From an optimization exercise on the open Yosys and OpenROAD flow, aimed at small area, a short achievable clock period and few clock cycles per item; shortcuts taken in it are not production practice.
At most, simulation tests tie the RTL to the original design; equivalence was not proved.
Only the layout flow was run in run 1; the RTL was not checked for function there.
Power figures rest on the tool's default switching activity, not on a simulated workload.

File: flow/design.v
module mont_mul (
    input  wire [65:0] s,
    input  wire [65:0] c,
    input  wire        cy,
    input  wire [64:0] b,
    input  wire [63:0] n,
    input  wire [2:0]  d,
    input  wire [2:0]  np,      
    output wire [65:0] so,
    output wire [65:0] co,
    output wire        cyo
);
    wire [2:0] u = s[2:0] + c[2:0] + {2'd0, cy} + (b[2:0] & {3{d[0]}}) + ({b[1:0], 1'd0} & {3{d[1]}}) + ({b[0:0], 2'd0} & {3{d[2]}});
    wire [5:0] qq = u * np;
    wire [2:0] q = qq[2:0];
    wire [68:0] r_s = {3'd0, s};
    wire [68:0] r_c = {3'd0, c};
    wire [68:0] r_p0 = ({4'd0, b} & {69{d[0]}}) << 0;
    wire [68:0] r_p1 = ({4'd0, b} & {69{d[1]}}) << 1 | {68'd0, cy};
    wire [68:0] r_p2 = ({4'd0, b} & {69{d[2]}}) << 2;
    wire [68:0] r_q0 = ({5'd0, n} & {69{q[0]}}) << 0;
    wire [68:0] r_q1 = ({5'd0, n} & {69{q[1]}}) << 1;
    wire [68:0] r_q2 = ({5'd0, n} & {69{q[2]}}) << 2;
    wire [68:0] t_s0 = r_s ^ r_c ^ r_p0;
    wire [68:0] t_c0 = ((r_s & r_c) | (r_s & r_p0) | (r_c & r_p0)) << 1;
    wire [68:0] t_s1 = r_p1 ^ r_p2 ^ t_s0;
    wire [68:0] t_c1 = ((r_p1 & r_p2) | (r_p1 & t_s0) | (r_p2 & t_s0)) << 1;
    wire [68:0] t_s2 = t_c0 ^ r_q0 ^ r_q1;
    wire [68:0] t_c2 = ((t_c0 & r_q0) | (t_c0 & r_q1) | (r_q0 & r_q1)) << 1;
    wire [68:0] t_s3 = r_q2 ^ t_s1 ^ t_c1;
    wire [68:0] t_c3 = ((r_q2 & t_s1) | (r_q2 & t_c1) | (t_s1 & t_c1)) << 1;
    wire [68:0] t_s4 = t_s2 ^ t_c2 ^ t_s3;
    wire [68:0] t_c4 = ((t_s2 & t_c2) | (t_s2 & t_s3) | (t_c2 & t_s3)) << 1;
    wire [68:0] t_s5 = t_c3 ^ t_s4 ^ t_c4;
    wire [68:0] t_c5 = ((t_c3 & t_s4) | (t_c3 & t_c4) | (t_s4 & t_c4)) << 1;
    assign so  = t_s5[68:3];
    assign co  = t_c5[68:3];
    assign cyo = |t_s5[2:0] | |t_c5[2:0];
endmodule
module mr_tester (
    input  wire        clk,
    input  wire        rst,
    input  wire        start,
    input  wire [63:0] n_in,
    output reg         ready,
    output reg         done,
    output reg         prime,
    output reg         bad,
    output reg  [63:0] pw
);
    localparam W = 3;
    localparam S_IDLE = 3'd0;
    localparam S_CHK  = 3'd1;
    localparam S_ABS  = 3'd2;
    localparam S_DBL  = 3'd3;
    localparam S_RUN  = 3'd4;
    localparam S_FIN  = 3'd5;
    localparam OP_LAD = 2'd0;    
    localparam OP_CV0 = 2'd1;    
    localparam OP_SQ2 = 2'd2;    
    localparam OP_CV2 = 2'd3;    
    reg [2:0]   state;
    reg [1:0]   op;
    reg         dm;          
    reg [63:0]  n;
    reg [64:0]  a;           
    reg [64:0]  b;           
    reg [65:0]  s;
    reg [65:0]  c;
    reg         cy;
    reg [W-1:0] dg;          
    reg         dmode;       
    reg [W-1:0] np;          
    reg [5:0]   it;          
    reg [5:0]   len;         
    reg [5:0]   idx;         
    reg [6:0]   rem;         
    reg [5:0]   kk;          
    reg [5:0]   j2;          
    reg [6:0]   v;           
    reg [6:0]   dleft;       
    reg [2:0]   jcnt;        
    reg [6:0] blen;          
    reg [5:0] kz;            
    integer i;
    always @* begin
        blen = 7'd0;
        for (i = 0; i < 64; i = i + 1)
            if (n[i]) blen = i + 1;
        kz = 6'd0;
        for (i = 63; i >= 1; i = i - 1)
            if (n[i]) kz = i;
    end
    wire [63:0] mask;        
    assign mask[63] = n[63];
    genvar g;
    generate
        for (g = 0; g < 63; g = g + 1) begin : g_mask
            assign mask[g] = mask[g+1] | n[g];
        end
    endgenerate
    wire [63:0] r0 = (~n & mask) | 64'd1;                  
    wire [6:0]  lsteps = (blen + 7'd3 + W - 1) / W;
    wire [6:0]  dl0 = W * lsteps - blen;
    wire [2:0]  jmax = (blen >= 7'd40) ? 3'd5 : 3'd4;
    wire [W-1:0] inv1 = n[W-1:0];
    wire [W-1:0] inv2 = inv1 * (2 - n[W-1:0] * inv1);
    wire [W-1:0] npc = 0 - inv2;
    wire nbit = n[idx];
    wire [65:0] cx = s | ({b, 1'b0} & {66{dm}});
    wire [65:0] cyy = c | ({2'b11, ~n} & {66{dm}});
    wire [65:0] cpa = cx + cyy + {65'd0, cy | dm};
    wire        neg = cpa[65];
    wire [64:0] dres = neg ? {b[63:0], 1'b0} : cpa[64:0];   
    wire eq1 = (cpa[63:0] == 64'd1);
    wire eqm = (cpa[63:1] == n[63:1]) & ~cpa[0];            
    wire [65:0] so, co;
    wire        cyo;
    mont_mul u_mm (
        .s(s), .c(c), .cy(cy), .b(b), .n(n), .d(dg), .np(np),
        .so(so), .co(co), .cyo(cyo)
    );
    always @(posedge clk) begin
        if (rst) begin
            state <= S_IDLE;
            ready <= 1'b1;
            done  <= 1'b0;
            dm    <= 1'b0;
        end else begin
            done <= 1'b0;
            case (state)
            S_IDLE: begin
                n <= n_in;
                if (start) begin
                    state <= S_CHK;
                    ready <= 1'b0;
                end
            end
            S_CHK: begin
                if (!n[0] || n[63:1] == 63'd0) begin
                    done  <= 1'b1;
                    bad   <= 1'b1;
                    prime <= 1'b0;
                    pw    <= 64'd0;
                    ready <= 1'b1;
                    state <= S_IDLE;
                end else begin
                    b     <= {1'b0, r0};
                    s     <= 66'd0;
                    c     <= 66'd0;
                    cy    <= 1'b0;
                    len   <= lsteps[5:0];
                    dleft <= dl0;
                    idx   <= blen[5:0] - 6'd1;
                    rem   <= blen - {1'b0, kz};
                    kk    <= kz;
                    jcnt  <= jmax;
                    v     <= 7'd0;
                    np    <= npc;
                    dm    <= 1'b1;
                    state <= S_ABS;
                end
            end
            S_ABS: begin
                if (dleft != 7'd0)
                    b <= dres;
                if (jcnt != 3'd0 && rem != 7'd0) begin
                    v     <= {v[5:0], nbit};
                    idx   <= idx - 6'd1;
                    rem   <= rem - 7'd1;
                    jcnt  <= jcnt - 3'd1;
                    dleft <= dleft - {6'd0, dleft != 7'd0};
                end else begin
                    dleft <= dleft - {6'd0, dleft != 7'd0} + v;
                    state <= S_DBL;
                end
            end
            S_DBL: begin
                if (dleft != 7'd0) begin
                    b     <= dres;
                    dleft <= dleft - 7'd1;
                end else begin
                    dm    <= 1'b0;
                    it    <= len - 6'd1;
                    state <= S_RUN;
                    if (rem == 7'd0) begin
                        op    <= OP_CV0;
                        a     <= 65'd0;
                        dg    <= 1;
                        dmode <= 1'b0;
                    end else begin
                        op    <= OP_LAD;
                        a     <= b;
                        dg    <= nbit ? {b[W-2:0], 1'b0} : b[W-1:0];
                        dmode <= nbit;
                        idx   <= idx - 6'd1;
                        rem   <= rem - 7'd1;
                    end
                end
            end
            S_RUN: begin
                s  <= so;
                c  <= co;
                cy <= cyo;
                a  <= a >> W;
                dg <= dmode ? a[2*W-2:W-1] : a[2*W-1:W];
                it <= it - 6'd1;
                if (it == 6'd0)
                    state <= S_FIN;
            end
            S_FIN: begin
                s     <= 66'd0;
                c     <= 66'd0;
                cy    <= 1'b0;
                it    <= len - 6'd1;
                state <= S_RUN;
                case (op)
                OP_LAD: begin
                    b <= cpa[64:0];
                    if (rem == 7'd0) begin
                        op    <= OP_CV0;
                        a     <= 65'd0;
                        dg    <= 1;
                        dmode <= 1'b0;
                    end else begin
                        a     <= cpa[64:0];
                        dg    <= nbit ? {cpa[W-2:0], 1'b0} : cpa[W-1:0];
                        dmode <= nbit;
                        idx   <= idx - 6'd1;
                        rem   <= rem - 7'd1;
                    end
                end
                OP_CV0: begin
                    pw <= cpa[63:0];
                    if (eq1 || eqm || kk == 6'd1) begin
                        done  <= 1'b1;
                        bad   <= 1'b0;
                        prime <= eq1 | eqm;
                        ready <= 1'b1;
                        state <= S_IDLE;
                    end
                    op    <= OP_SQ2;
                    a     <= b;
                    dg    <= b[W-1:0];
                    dmode <= 1'b0;
                    j2    <= kk - 6'd2;
                end
                OP_SQ2: begin
                    b     <= cpa[64:0];
                    op    <= OP_CV2;
                    a     <= 65'd0;
                    dg    <= 1;
                    dmode <= 1'b0;
                end
                OP_CV2: begin
                    if (eq1 || eqm || j2 == 6'd0) begin
                        done  <= 1'b1;
                        bad   <= 1'b0;
                        prime <= eqm;
                        ready <= 1'b1;
                        state <= S_IDLE;
                    end
                    op    <= OP_SQ2;
                    a     <= b;
                    dg    <= b[W-1:0];
                    dmode <= 1'b0;
                    j2    <= j2 - 6'd1;
                end
                endcase
            end
            default: begin
                state <= S_IDLE;
                ready <= 1'b1;
            end
            endcase
        end
    end
endmodule
File: flow/run.sh
#!/bin/bash
# synth_recipe.tcl (not shown) runs the flow's synth.tcl, then flattens the netlist and writes it again
# the make line also repeats each setting of config.mk as NAME=value (left out here)
make -C /OpenROAD-flow-scripts/flow DESIGN_CONFIG=/design/flow/config.mk WORK_HOME=/design/flow/orfs CLKGATE_MAP_FILE= SYNTH_SCRIPT=/design/flow/synth_recipe.tcl finish
File: flow/config.mk
export PLATFORM = sky130hd
export DESIGN_NAME = mr_tester
export DESIGN_NICKNAME = mr_tester
export VERILOG_FILES = /design/flow/design.v
export SDC_FILE = /design/flow/constraint.sdc
export NUM_CORES = 4
export LEC_CHECK = 0
export CAP_MARGIN = 20
export CORE_MARGIN = 2
export CORE_UTILIZATION = 40
export SLEW_MARGIN = 20
File: flow/constraint.sdc
create_clock -name core_clock -period 10.0 [get_ports {clk}]
set_input_delay 2.0000 -clock core_clock [delete_from_list [all_inputs] [get_ports {clk}]]
set_output_delay 2.0000 -clock core_clock [all_outputs]
set_load 0.01 [all_outputs]
==> metrics.md, run 1 <==
| Metric | Value |
|---|---|
| Status | no timing/DRC/antenna violations |
| GPL Wtd Cong | 1.03 |
| Placed cell count | between 5,000 and 6,000 |
| Largest net degree at the start of global routing | 76 |
| Worst-skew pair later-pin latency | 0.68 ns |
| Cts repair resizes | 0 |
| Gr usage total | between 20% and 30% |
| Routed WL | roughly 160,000 um |
| Net Count, Synth | 4,837 |
| First-pass GRT wire length | between 200,000 and 250,000 um |
| CTS Hold Buffers Added | 0 |
| Worst slew pin tran | between 1 and 1.5 ns |
| Distinct cells, synth | 98 |
| Fin. Hold Viols | 0 |
| Peak supply drop | roughly 0.00015 V |
| Initial antenna violation count | 5 |
| Ys flop type | edfxtp_1 |
| Crit start category | flip-flop |
| Post-Synth XOR/XNOR Area | around 3.5% |
| Max incr delay on CP | 0.64 ns |
| Io pins | 135 |
| Filler instances | between 9,000 and 10,000 |
| Final cell count without fillers | ~5,700 |
| Seq cells post-synth | between 400 and 500 |
| Reg clk slew, reported paths | approximately 0.070 ns |
| WP data required | 10.37 ns |
| Vias in the first global route | about 34,000 |
| Share of layout cells above drive strength 1 | between 5 and 6% |
| WL/cell | 27.5 um |
| Root Driver | clkbuf_16 |
| Vias per cell | 6.02 |
| Post-synth EDFFs | between 400 and 500 |
| Initial Utilization | 40.5% |
| DR DRC count | 0 |
| Simple-gate share of the synthesized area | between 15 and 20% |
| Post-Synth Adder-Cell Area | about 23% |
| Post-Synthesis Cells | around 4,300 |
| Pwr dens | around 190 nW/um2 |
| Pleak | approximately 19 nW |
| Area growth syn-to-layout | 10.9% |
| Max-cap check violation count | 0 |
| Clock skew | roughly 0.036 ns |
| Post-DP HPWL | ~120,000 um |
| Netlist Area Pre-Place | approximately 41,000 um2 |
| Setup Crit Path Kind | reg2reg |
| CP max FO | 17 |
| Post-CTS Setup Repair Bufs | 0 |
| Port bufs | roughly 130 |
| Row count | 117 |
| Critical Path AT | between 9 and 10 ns |
| Area of the die | 106,000 um2 |
| Period minus WS final | 8.78 ns |
| Max Freq | roughly 0.11 GHz |
| Ys Warns | 1 |
| ANT nets after route | 0 |
| Unrepaired setup endpoints after global routing | no |
| Sink Count | between 400 and 500 |
| Seq/Total Area, Yosys | between 30% and 40% |
| Clock Path Buffers | 3 |
| Routed vias | between 30,000 and 40,000 |
| Largest family of logic cells by synthesized area | adder cells |
| Core Region | approximately 100,000 um2 |
| Die H | 325 um |
| Final setup fails | 0 |
| Syn avg cell area | 9.69 um2 |
| Drt first pass iters | 6 |
| Die Wd | 325 um |
| Num CTS Buffers | 58 |
| CTS tree | done |
| Slew Viols, Final | 0 |
| Worst setup EP type | flip-flop |
| Compound-Gate Fraction of Synth Area | 16.0% |
| Setup TNS | 0 ns |
| Asr flop ratio synth | 0% |
| Slowest-stage cell, CP | edfxtp_1 |
| Number of H-tree levels | 2 |
| Post-synthesis mux area share | roughly 1.9% |
| Worst hold path class | reg2reg |
| DR iter-0 viols | approximately 4,100 |
| Fin crit share | 87.8% |
| Crit path top cell by count | ha_1 |
| Total grt overflow | 0 |
| Final nets | between 4,000 and 5,000 |
| Relative slew slack | 22.7% |
[synthesized netlist by cell type (12+ instances only)]
| cell type | instances | area, um2 |
|---|---|---|
| or2_2 | 13 | 81.3 |
| o2111ai_1 | 13 | 114 |
| fa_1 | 397 | 7950 |
| xor2_1 | 37 | 324 |
| edfxtp_1 | 452 | 13600 |
| nor4_1 | 47 | 294 |
| clkbuf_1 | 236 | 886 |
| xnor2_1 | 108 | 946 |
| nor3_1 | 103 | 515 |
| nand2_1 | 485 | 1820 |
| mux2i_1 | 30 | 300 |
| inv_1 | 460 | 1730 |
| a31oi_1 | 21 | 131 |
| buf_1 | 15 | 56.3 |
| or4_1 | 13 | 97.6 |
| a311oi_1 | 12 | 105 |
| ha_1 | 110 | 1380 |
| o211ai_1 | 26 | 195 |
| nand2b_1 | 24 | 150 |
| o21a_1 | 20 | 150 |
| a21oi_1 | 200 | 1000 |
| nor2_1 | 267 | 1000 |
| or3_1 | 14 | 87.6 |
| a211oi_1 | 52 | 390 |
| nand3_1 | 60 | 300 |
| nand4_1 | 30 | 188 |
| a21o_1 | 175 | 1310 |
| buf_2 | 22 | 110 |
| and3_1 | 160 | 1000 |
| o21bai_1 | 12 | 90.1 |
| a22oi_1 | 62 | 465 |
| o31ai_1 | 16 | 120 |
| o21ai_0 | 212 | 1060 |
| mux4_2 | 21 | 473 |
| and2_1 | 108 | 676 |
[through the flow]
stage	cell area, um2	worst slack, ns	hold slack (ns)	util, %	total power, mW
final	45800	1.22	0.544	44.9	8.87
after global routing	45800	0.690	0.575	44.9	9.58
after global placement	43900	1.48	0.528	43.1	6.74
after detailed placement	43900	1.49	0.532	43.1	6.76
after floorplan	41300	0.783	0.424	-	5.41
after CTS	45800	1.43	0.541	44.8	8.89
[routing by layer]
layer	vias to the layer above	global-route usage (%)	part of all wire, %
met5	-	0	0.0071
met4	2	10.5	4.1
met3	292	6.11	9.3
met2	1760	44.6	44
met1	17200	41.2	42
li1	14900	-	-
[cells in the final DEF (no fill, tap or decap), drive strengths merged, types with 18 or more instances in the layout]
cell type      count
a31oi             21
clkinv            19
o211ai            28
o21a              20
nor3             104
a21oi            201
fa               397
mux2i             30
a22oi             62
inv              465
nand2b            24
nand2            485
nor2             267
ha               110
o21ai            221
and2             108
o31ai             18
nor4              52
xor2              39
and3             160
nand3             60
a211oi            55
edfxtp           452
clkbuf            76
mux4              21
nand4             30
buf               69
a21o             175
xnor2            109
clkdlybuf4s50    134
[report_power, final]
part	leakage (nW)	total (mW)	internal, mW	switching [mW]
Sequential	4.25	2.56	2.31	0.250
Combinational	13.5	4.22	1.57	2.65
Clock	0.879	2.09	1.18	0.903
Total	18.7	8.87	5.06	3.81
[kinds of logic after synthesis]
logic type / Yosys count
flops: 458
xor+xnor: 153
fa+ha+maj: 508
buf+inv: 742
mux: 53
simple gates: 1373
compound gates: 976
[area by class of cell]
type	count	area, um2	area share, %
timing repair buffer	203	1880	4.10
antenna	3	7.51	0.0164
clock buffer	76	1580	3.45
multi-input combinational	3063	24900	54.4
sequential	458	13700	29.9
clock inverter	28	246	0.538
inverter	465	1750	3.82
tap	1368	1710	3.74
[registers in the layout, indices dropped and copies added, names as in the netlist, 2 cells and up]
| register | flops |
|---|---|
| n | 64 |
| pw | 64 |
| np | 3 |
| s | 65 |
| op | 2 |
| b | 65 |
| idx | 6 |
| v | 7 |
| j2 | 6 |
| kk | 6 |
| jcnt | 3 |
| len | 6 |
| dleft | 7 |
| dg | 3 |
| state | 3 |
| it | 6 |
| a | 63 |
| rem | 7 |
| c | 65 |
[worst paths after layout]
check	start	endpoint	slack (ns)	depth (start not counted)
setup / recovery	n[21]$_DFFE_PP_	dleft[6]$_DFFE_PP_	1.22	31
hold / removal	a[36]$_DFFE_PP_	a[33]$_DFFE_PP_	0.54	2
hold reg to reg	a[36]$_DFFE_PP_	a[33]$_DFFE_PP_	0.54	2
setup reg to reg	n[21]$_DFFE_PP_	dleft[6]$_DFFE_PP_	1.22	31
[worst max-delay path, delay by kind of cell (launching register included)]
kind	cells	cell delay (ns)
fa+ha+maj	4	1.21
buf+inv	2	0.33
compound gates	15	4.13
mux	1	0.30
flops	1	0.64
xor+xnor	3	0.51
simple gates	6	1.34
==> inputs of run 2 (changes only) <==
--- a/flow/design.v
+++ b/flow/design.v
@@ -4,38 +4,44 @@
     input  wire        cy,
     input  wire [64:0] b,
     input  wire [63:0] n,
-    input  wire [2:0]  d,
-    input  wire [2:0]  np,      
+    input  wire [3:0]  d,
+    input  wire [3:0]  np,      
     output wire [65:0] so,
     output wire [65:0] co,
     output wire        cyo
 );
-    wire [2:0] u = s[2:0] + c[2:0] + {2'd0, cy} + (b[2:0] & {3{d[0]}}) + ({b[1:0], 1'd0} & {3{d[1]}}) + ({b[0:0], 2'd0} & {3{d[2]}});
-    wire [5:0] qq = u * np;
-    wire [2:0] q = qq[2:0];
-    wire [68:0] r_s = {3'd0, s};
-    wire [68:0] r_c = {3'd0, c};
-    wire [68:0] r_p0 = ({4'd0, b} & {69{d[0]}}) << 0;
-    wire [68:0] r_p1 = ({4'd0, b} & {69{d[1]}}) << 1 | {68'd0, cy};
-    wire [68:0] r_p2 = ({4'd0, b} & {69{d[2]}}) << 2;
-    wire [68:0] r_q0 = ({5'd0, n} & {69{q[0]}}) << 0;
-    wire [68:0] r_q1 = ({5'd0, n} & {69{q[1]}}) << 1;
-    wire [68:0] r_q2 = ({5'd0, n} & {69{q[2]}}) << 2;
-    wire [68:0] t_s0 = r_s ^ r_c ^ r_p0;
-    wire [68:0] t_c0 = ((r_s & r_c) | (r_s & r_p0) | (r_c & r_p0)) << 1;
-    wire [68:0] t_s1 = r_p1 ^ r_p2 ^ t_s0;
-    wire [68:0] t_c1 = ((r_p1 & r_p2) | (r_p1 & t_s0) | (r_p2 & t_s0)) << 1;
-    wire [68:0] t_s2 = t_c0 ^ r_q0 ^ r_q1;
-    wire [68:0] t_c2 = ((t_c0 & r_q0) | (t_c0 & r_q1) | (r_q0 & r_q1)) << 1;
-    wire [68:0] t_s3 = r_q2 ^ t_s1 ^ t_c1;
-    wire [68:0] t_c3 = ((r_q2 & t_s1) | (r_q2 & t_c1) | (t_s1 & t_c1)) << 1;
-    wire [68:0] t_s4 = t_s2 ^ t_c2 ^ t_s3;
-    wire [68:0] t_c4 = ((t_s2 & t_c2) | (t_s2 & t_s3) | (t_c2 & t_s3)) << 1;
-    wire [68:0] t_s5 = t_c3 ^ t_s4 ^ t_c4;
-    wire [68:0] t_c5 = ((t_c3 & t_s4) | (t_c3 & t_c4) | (t_s4 & t_c4)) << 1;
-    assign so  = t_s5[68:3];
-    assign co  = t_c5[68:3];
-    assign cyo = |t_s5[2:0] | |t_c5[2:0];
+    wire [3:0] u = s[3:0] + c[3:0] + {3'd0, cy} + (b[3:0] & {4{d[0]}}) + ({b[2:0], 1'd0} & {4{d[1]}}) + ({b[1:0], 2'd0} & {4{d[2]}}) + ({b[0:0], 3'd0} & {4{d[3]}});
+    wire [7:0] qq = u * np;
+    wire [3:0] q = qq[3:0];
+    wire [69:0] r_s = {4'd0, s};
+    wire [69:0] r_c = {4'd0, c};
+    wire [69:0] r_p0 = ({5'd0, b} & {70{d[0]}}) << 0;
+    wire [69:0] r_p1 = ({5'd0, b} & {70{d[1]}}) << 1 | {{69'd0, cy}};
+    wire [69:0] r_p2 = ({5'd0, b} & {70{d[2]}}) << 2;
+    wire [69:0] r_p3 = ({5'd0, b} & {70{d[3]}}) << 3;
+    wire [69:0] r_q0 = ({6'd0, n} & {70{q[0]}}) << 0;
+    wire [69:0] r_q1 = ({6'd0, n} & {70{q[1]}}) << 1;
+    wire [69:0] r_q2 = ({6'd0, n} & {70{q[2]}}) << 2;
+    wire [69:0] r_q3 = ({6'd0, n} & {70{q[3]}}) << 3;
+    wire [69:0] t_s0 = r_s ^ r_c ^ r_p0;
+    wire [69:0] t_c0 = ((r_s & r_c) | (r_s & r_p0) | (r_c & r_p0)) << 1;
+    wire [69:0] t_s1 = r_p1 ^ r_p2 ^ r_p3;
+    wire [69:0] t_c1 = ((r_p1 & r_p2) | (r_p1 & r_p3) | (r_p2 & r_p3)) << 1;
+    wire [69:0] t_s2 = t_s0 ^ t_c0 ^ t_s1;
+    wire [69:0] t_c2 = ((t_s0 & t_c0) | (t_s0 & t_s1) | (t_c0 & t_s1)) << 1;
+    wire [69:0] t_s3 = t_c1 ^ r_q0 ^ r_q1;
+    wire [69:0] t_c3 = ((t_c1 & r_q0) | (t_c1 & r_q1) | (r_q0 & r_q1)) << 1;
+    wire [69:0] t_s4 = r_q2 ^ r_q3 ^ t_s2;
+    wire [69:0] t_c4 = ((r_q2 & r_q3) | (r_q2 & t_s2) | (r_q3 & t_s2)) << 1;
+    wire [69:0] t_s5 = t_c2 ^ t_s3 ^ t_c3;
+    wire [69:0] t_c5 = ((t_c2 & t_s3) | (t_c2 & t_c3) | (t_s3 & t_c3)) << 1;
+    wire [69:0] t_s6 = t_s4 ^ t_c4 ^ t_s5;
+    wire [69:0] t_c6 = ((t_s4 & t_c4) | (t_s4 & t_s5) | (t_c4 & t_s5)) << 1;
+    wire [69:0] t_s7 = t_c5 ^ t_s6 ^ t_c6;
+    wire [69:0] t_c7 = ((t_c5 & t_s6) | (t_c5 & t_c6) | (t_s6 & t_c6)) << 1;
+    assign so  = t_s7[69:4];
+    assign co  = t_c7[69:4];
+    assign cyo = |t_s7[3:0] | |t_c7[3:0];
 endmodule
 module mr_tester (
     input  wire        clk,
@@ -48,7 +54,7 @@
     output reg         bad,
     output reg  [63:0] pw
 );
-    localparam W = 3;
+    localparam W = 4;
     localparam S_IDLE = 3'd0;
     localparam S_CHK  = 3'd1;
     localparam S_ABS  = 3'd2;
--- a/flow/config.mk
+++ b/flow/config.mk
@@ -5,7 +5,9 @@
 export SDC_FILE = /design/flow/constraint.sdc
 export NUM_CORES = 4
 export LEC_CHECK = 0
+export ABC_CLOCK_PERIOD_IN_PS = 3000
 export CAP_MARGIN = 20
 export CORE_MARGIN = 2
-export CORE_UTILIZATION = 40
+export CORE_UTILIZATION = 50
+export SETUP_SLACK_MARGIN = 5
 export SLEW_MARGIN = 20
==> metrics.md, run 2 <==
| Metric | Value |
|---|---|
| DR iter-0 viols | between 5,000 and 6,000 |
| WP data required | about 10 ns |
| Net Count, Synth | ~5,700 |
| Row count | ~110 |
| Ys Warns | 1 |
| Die Wd | 312 um |
| WL/cell | 30.1 um |
| Reg2reg end | s[19]$_SDFFCE_PN0P_ |
| Worst slew pin tran | about 1.2 ns |
| Distinct cells, synth | 115 |
| Die H | between 300 and 400 um |
| Fin. Hold Viols | 0 |
| ANT nets after route | 0 |
| Syn avg cell area | 9.51 um2 |
| Commonest cells after routing, fill and taps aside | inv_1, fa_1, edfxtp_1 |
| Multi-input combinational cell area | around 33,000 um2 |
| Share of the synthesized area in the top cell type | 28.8% |
| Final setup fails | 0 |
| Ranking of synthesized cells by area | edfxtp_1, fa_1, inv_1, and2_1, nand2_1 |
| Max incr delay on CP | around 0.53 ns |
| Share of layout cells above drive strength 1 | ~17% |
| Ys flop type | edfxtp_1 |
| Slowest-stage cell, CP | fa_2 |
| Number of H-tree levels | 2 |
| Top Registers | b: 65 flops, c: 65 flops, s: 65 flops |
| Placed cell count | around 6,000 |
| Routed vias | roughly 42,000 |
| Setup TNS | 0 ns |
| WHS Path Cells | 2 |
| Top-count cell post-synth | inv_1 |
| Hold path endpoint | a[4]$_DFFE_PP_ |
| Port bufs | between 100 and 150 |
| Total grt overflow | 0 |
| DR DRC count | 0 |
| Gr usage total | between 30% and 40% |
| Max Freq | 0.157 GHz |
| Post-Synthesis Cells | approximately 5,000 |
| Largest net degree at the start of global routing | 74 |
| Clock Path Buffers | 3 |
| Most common cell after layout, fill and taps aside | inv_1 |
| R2r startpoint | b[0]$_DFFE_PP_ |
| Fin crit share | 63.6% |
| Asr flop ratio synth | 0% |
| Final nets | 5,851 |
| Seq/Total Area, Yosys | 29.0% |
| Pleak | 22.9 nW |
| Num CTS Buffers | 55 |
| Max-cap check violation count | 0 |
| Cell count of the worst reg-to-reg path | 25 |
| CTS Hold Buffers Added | 0 |
| Worst setup EP type | flip-flop |
| Relative slew slack | 21.1% |
| Seq cells post-synth | ~460 |
| Initial antenna violation count | 12 |
| Post-synth EDFFs | 453 |
| Hold path start | a[8]$_DFFE_PP_ |
| Area growth syn-to-layout | 19.4% |
| CP max FO | 4 |
| Delay-heaviest family, CP | adder cells |
| Status | no timing/DRC/antenna violations |
| Reg area | between 10,000 and 15,000 um2 |
| Pwr Total | about 13 mW |
| Crit start category | flip-flop |
| Vias per cell | roughly 6.4 |
| Post-DP HPWL | ~140,000 um |
| Io pins | ~140 |
| Drt first pass iters | 7 |
| Synth top cells by count | inv_1, fa_1, edfxtp_1, nand2_1, nor2_1 |
| Slew Viols, Final | 0 |
| GPL Wtd Cong | 1.03 |
| Crit path top cell by count | ha_4 |
| Unrepaired setup endpoints after global routing | yes |
| Pwr dens | 233 nW/um2 |
| Buf/Inv on CP | 7 |
| Filler instances | slightly above 8,000 |
| Sink Count | 459 |
| First-pass GRT wire length | approximately 280,000 um |
| Vias in the first global route | about 40,000 |
| Setup slack, reg-to-reg | 3.64 ns |
| Initial Utilization | between 50% and 60% |
| Critical Path AT | ~6.8 ns |
| Routed WL | 195,000 um |
| Clock skew | between 0.03 and 0.04 ns |
| Period minus WS final | 6.36 ns |
| Setup Crit Path Kind | reg2reg |
| Peak supply drop | about 0.00022 V |
| Worst-skew pair later-pin latency | 0.70 ns |
| Reg clk slew, reported paths | about 0.060 ns |
| CTS tree | done |
| Final cell count without fillers | 6,455 |
| Core Region | about 94,000 um2 |
| Leading area contributor after synthesis | edfxtp_1 |
| Netlist Area Pre-Place | between 40,000 and 50,000 um2 |
| Area of the die | between 90,000 and 100,000 um2 |
| Worst hold path class | reg2reg |
| Root Driver | clkbuf_16 |
| Worst hold slack | between 0.5 and 0.6 ns |
## run 2: area by class of cell
class	count	share of cell area, %
multi-input cells	3602	58.2
flip-flops and latches	459	24.3
repair buffers	426	7.34
inverters	604	4.03
well taps	1254	2.78
clock buffers	67	2.55
clock inverters	36	0.795
diodes	7	0.0310
## run 2: logic make-up (layout without fill, tap and decap cells)
family	after synthesis	count (layout)	synth area share [%]
buffers and inverters	917	1133	7.48
and+or+nand+nor	1685	1685	18.0
adders and majority gates	636	636	25.1
AOI/OAI and AO/OA	1044	1044	15.1
xor gates and xnor gates	156	157	3.04
muxes	79	79	2.24
DFF	459	459	29.0
other	1	8	0.00793
## run 2: worst reg2reg max path, delay by kind of cell, from the launching register on
family | cells | cell delay [ns]
adders and majority gates | 9 | 3.19
and+or+nand+nor | 4 | 0.59
DFF | 1 | 0.52
xor gates and xnor gates | 5 | 0.95
buffers and inverters | 7 | 0.85
## run 2: per-layer routing
layer,global-route usage (%),up-vias,part of all wire (%)
met5,0,-,0.021
met4,19.1,6,5.6
met3,9.06,519,11
met2,59.7,2550,43
met1,54.7,20900,40
li1,-,17500,-
## run 2: repair_timing
action,4_1_cts,5_1_grt
gates resized for setup,475,142
pin swaps,212,86
setup buffers,145,21
cloned,10,2
endpoints found under the setup margin,306,239
## run 2: where the power goes
group	internal (mW)	total, mW	switching (mW)
clock	1.26	2.18	0.919
combinational	3.46	8.53	5.07
sequential	2.30	2.45	0.158
## run 2: stage by stage
stage          worst slack [ns]  util (%)  area, um2
4_1_cts                    3.61      59.4      55600
3_5_place_dp               2.78      53.5      50100
5_1_grt                    3.50      60.3      56500
6_report                   3.64      60.4      56500
3_3_place_gp               2.31      53.5      50100
2_1_floorplan              3.88         -      47500
## run 2: worst max path at each step
stage                         start             endpoint  slack [ns]  cells past startpoint
CTS                  b[0]$_DFFE_PP_     cy$_SDFFCE_PN0P_        3.61                     25
floorplan           dg[2]$_DFFE_PP_  s[28]$_SDFFCE_PN0P_        3.88                     24
global route         b[0]$_DFFE_PP_   s[9]$_SDFFCE_PN0P_        3.50                     25
detailed placement  dg[0]$_DFFE_PP_     cy$_SDFFCE_PN0P_        2.78                     21
finish               b[0]$_DFFE_PP_  s[19]$_SDFFCE_PN0P_        3.64                     25
global placement    dg[0]$_DFFE_PP_     cy$_SDFFCE_PN0P_        2.31                     21
Testbench counts of run 2, summed over its fixed seeds: cycles 146,916, tests 192.
==> inputs of run 3 (changes only) <==
==> flow/config.mk (replaced) <==
export PLATFORM = sky130hd
export DESIGN_NAME = mr_tester
export DESIGN_NICKNAME = mr_tester
export VERILOG_FILES = /design/flow/design.v
export SDC_FILE = /design/flow/constraint.sdc
export NUM_CORES = 4
export LEC_CHECK = 0
export CAP_MARGIN = 20
export CORE_MARGIN = 2
export CORE_UTILIZATION = 40
export SLEW_MARGIN = 20
==> metrics.md, run 3 <==
| Metric | Value |
|---|---|
| Status | no timing/DRC/antenna violations |
| Root Driver | clkbuf_16 |
| Cts repair resizes | 0 |
| Top Registers | b: 65 flops, c: 65 flops, s: 65 flops |
| CTS Hold Buffers Added | 0 |
| Syn avg cell area | around 9.5 um2 |
| Worst slew pin tran | about 1.3 ns |
| Total grt overflow | 0 |
| ANT nets after route | 0 |
| Unrepaired setup endpoints after global routing | no |
| Top-count cell post-synth | inv_1 |
| Commonest cells after routing, fill and taps aside | inv_1, fa_1, edfxtp_1 |
| CP max FO | between 50 and 60 |
| Pwr Total | 11.5 mW |
| Largest net degree at the start of global routing | 75 |
| Worst hold path class | reg2reg |
| Io pins | 135 |
| Gr usage total | roughly 30% |
| Total stage count of the critical path | 15 |
| GPL Wtd Cong | 1.08 |
| Max incr delay on CP | a little under 1 ns |
| Pleak | about 21 nW |
| Netlist Area Pre-Place | between 40,000 and 50,000 um2 |
| Setup WS pre-CTS | between 2 and 3 ns |
| Ranking of synthesized cells by area | edfxtp_1, fa_1, inv_1, and2_1, nand2_1 |
| Leading area contributor after synthesis | edfxtp_1 |
| CTS tree | done |
| Setup TNS | 0 ns |
| Vias in the first global route | ~40,000 |
| Multi-input combinational cell area | between 30,000 and 40,000 um2 |
| Reg clk slew, reported paths | approximately 0.060 ns |
| WL/cell | around 28 um |
| Asr flop ratio synth | 0% |
| Max-cap check violation count | 0 |
| Share of layout cells above drive strength 1 | between 6 and 7% |
| CP cell instances | buf_4 > a21o_1 > ha_1 > o211ai_1 > a21o_1 > o211ai_1 > a22oi_2 > nand2_1 > o311ai_1 > o2111ai_1 > nor4b_1 > nand4_1 > o21ai_0 > nor2_1 > o41ai_1 |
| Distinct cells, synth | about 120 |
| Peak supply drop | roughly 0.00026 V |
| Seq cells post-synth | ~460 |
| Reg area | 13,700 um2 |
| Cell count of the worst reg-to-reg path | 15 |
| Die Wd | 348 um |
| Synth top cells by count | inv_1, fa_1, edfxtp_1, nand2_1, nor2_1 |
| Port bufs | around 130 |
| Delay-heaviest family, CP | compound AO/OA/AOI/OAI gates |
| Fin crit share | roughly 70% |
| Critical Path AT | roughly 7.3 ns |
| DR iter-0 viols | between 4,000 and 5,000 |
| Max Freq | roughly 0.14 GHz |
| Clock skew | ~0.054 ns |
| Final Core Density | ~44% |
| Routed WL | between 150,000 and 200,000 um |
| Vias per cell | around 6 |
| Post-DP HPWL | 139,000 um |
| Area of the die | between 100,000 and 150,000 um2 |
| Final setup fails | 0 |
| Routed vias | about 40,000 |
| Num CTS Buffers | a little under 60 |
| Drt first pass iters | 6 |
| Post-CTS Setup Repair Bufs | 0 |
| Relative slew slack | between 10 and 15% |
| First-pass GRT wire length | around 270,000 um |
| WP data required | 10.34 ns |
| Clock Path Buffers | 3 |
| Number of H-tree levels | 2 |
| Share of the synthesized area in the top cell type | 28.8% |
| Post-Synthesis Cells | approximately 5,000 |
| Worst setup EP type | flip-flop |
| WHS Path Cells | 2 |
| Pwr dens | 219 nW/um2 |
| Die H | roughly 350 um |
| Slowest-stage cell, CP | o311ai_1 |
| Setup Crit Path Kind | reg2reg |
| Seq/Total Area, Yosys | 29.0% |
| Final nets | between 5,000 and 6,000 |
| DR DRC count | 0 |
| Ys flop type | edfxtp_1 |
| Worst-skew pair later-pin latency | a little over 0.7 ns |
| Placed cell count | 6,441 |
| Net Count, Synth | 5,680 |
| Post-synth EDFFs | 453 |
| Sink Count | between 400 and 500 |
| Final setup margin | 3.00 ns |
| Area growth syn-to-layout | 10.7% |
| Buf/Inv on CP | 1 |
| Final cell count without fillers | roughly 6,600 |
| Slew Viols, Final | 0 |
| Initial antenna violation count | 8 |
| Row count | approximately 130 |
| Filler instances | between 10,000 and 15,000 |
| Core Region | about 120,000 um2 |
| Fin. Hold Viols | 0 |
| Ys Warns | 1 |
| Initial Utilization | 40.2% |
| Most common cell after layout, fill and taps aside | inv_1 |
| Period minus WS final | roughly 7 ns |
| Crit start category | flip-flop |
==> run 3: layout make-up <==
class                      count  area share [%]
timing repair buffer         242            4.13
clock buffer                  65            2.86
multi-input combinational   3601            57.7
tap                         1536            3.67
antenna                        2         0.00956
inverter                     604            4.34
clock inverter                43            1.02
sequential                   459            26.2
==> run 3: routing by layer <==
metal	GRT usage [%]	vias to the layer above	wire length, um
met4	12.3	8	8930
li1	-	17100	-
met2	46.8	2110	81600
met5	0	-	54
met1	41.2	20200	74400
met3	4.75	422	16000
==> run 3: path summary, 6_finish.rpt <==
path / startpoint / end / slack [ns]
min: a[34]$_DFFE_PP_ / a[30]$_DFFE_PP_ / 0.55
min reg2reg: a[34]$_DFFE_PP_ / a[30]$_DFFE_PP_ / 0.55
max: dm$_SDFFE_PP0P_ / prime$_SDFFCE_PN0P_ / 3.00
max reg2reg: dm$_SDFFE_PP0P_ / prime$_SDFFCE_PN0P_ / 3.00
==> run 3: kinds of logic (layout without fill, tap and decap cells) <==
| group | count (synthesis) | count (layout) | share of synthesized area, % |
|---|---|---|---|
| xor+xnor | 156 | 156 | 3.04 |
| compound gates | 1044 | 1044 | 15.1 |
| mux | 79 | 79 | 2.24 |
| flops | 459 | 459 | 29.0 |
| fa+ha+maj | 636 | 636 | 25.1 |
| simple gates | 1685 | 1685 | 18.0 |
| buf+inv | 917 | 954 | 7.48 |
| other cells | 1 | 3 | 0.00793 |
==> run 3: power breakdown <==
group          internal [mW]  switching [mW]  leakage, nW
logic                   2.50            4.16         16.1
clock network           1.34           0.945        0.960
registers               2.30           0.209         4.25
==> run 3: worst reg2reg max path, cell delays in order, from the launching register on <==
cell and delay (ns):
dfxtp_4 0.85, buf_4 0.50, a21o_1 0.21, ha_1 0.39
o211ai_1 0.34, a21o_1 0.29, o211ai_1 0.31, a22oi_2 0.39
nand2_1 0.33, o311ai_1 0.98, o2111ai_1 0.42, nor4b_1 0.49
nand4_1 0.25, o21ai_0 0.25, nor2_1 0.17, o41ai_1 0.48
==> run 3: through the flow <==
stage | instance area, um2 | hold WS [ns]
after floorplan | 47300 | 0.513
after global placement | 50300 | 0.541
after detailed placement | 50300 | 0.543
after CTS | 52300 | 0.553
after global routing | 52300 | 0.588
final | 52400 | 0.553

==> afterwards: timing with drivers on the ports <==
The results above use ideal ports. As a check the final layouts listed here were re-extracted and re-timed, cells and wires unchanged.
Step 1 assumes that a clkbuf_16 drives the clock port and a buf_2 every other input.
Step 2 moves the port delays by t, midway between the first and last clock arrival at a register: inputs arrive t later, outputs are due t later. That takes back most of the time a late clock gives input paths.
Slacks: ideal ports / drivers / drivers and shift; pairs: ideal ports / drivers.
run	shift t [ns]	setup WS [ns]	slew at the worst register clock pin (ns)
run 1	0.732	1.224 / 1.224 / 1.224	0.07 / 0.07
run 2	0.753	3.638 / 3.638 / 3.638	0.08 / 0.08
run 3	0.759	2.999 / 2.999 / 2.999	0.08 / 0.08
After both steps setup and hold are still met in every run listed.
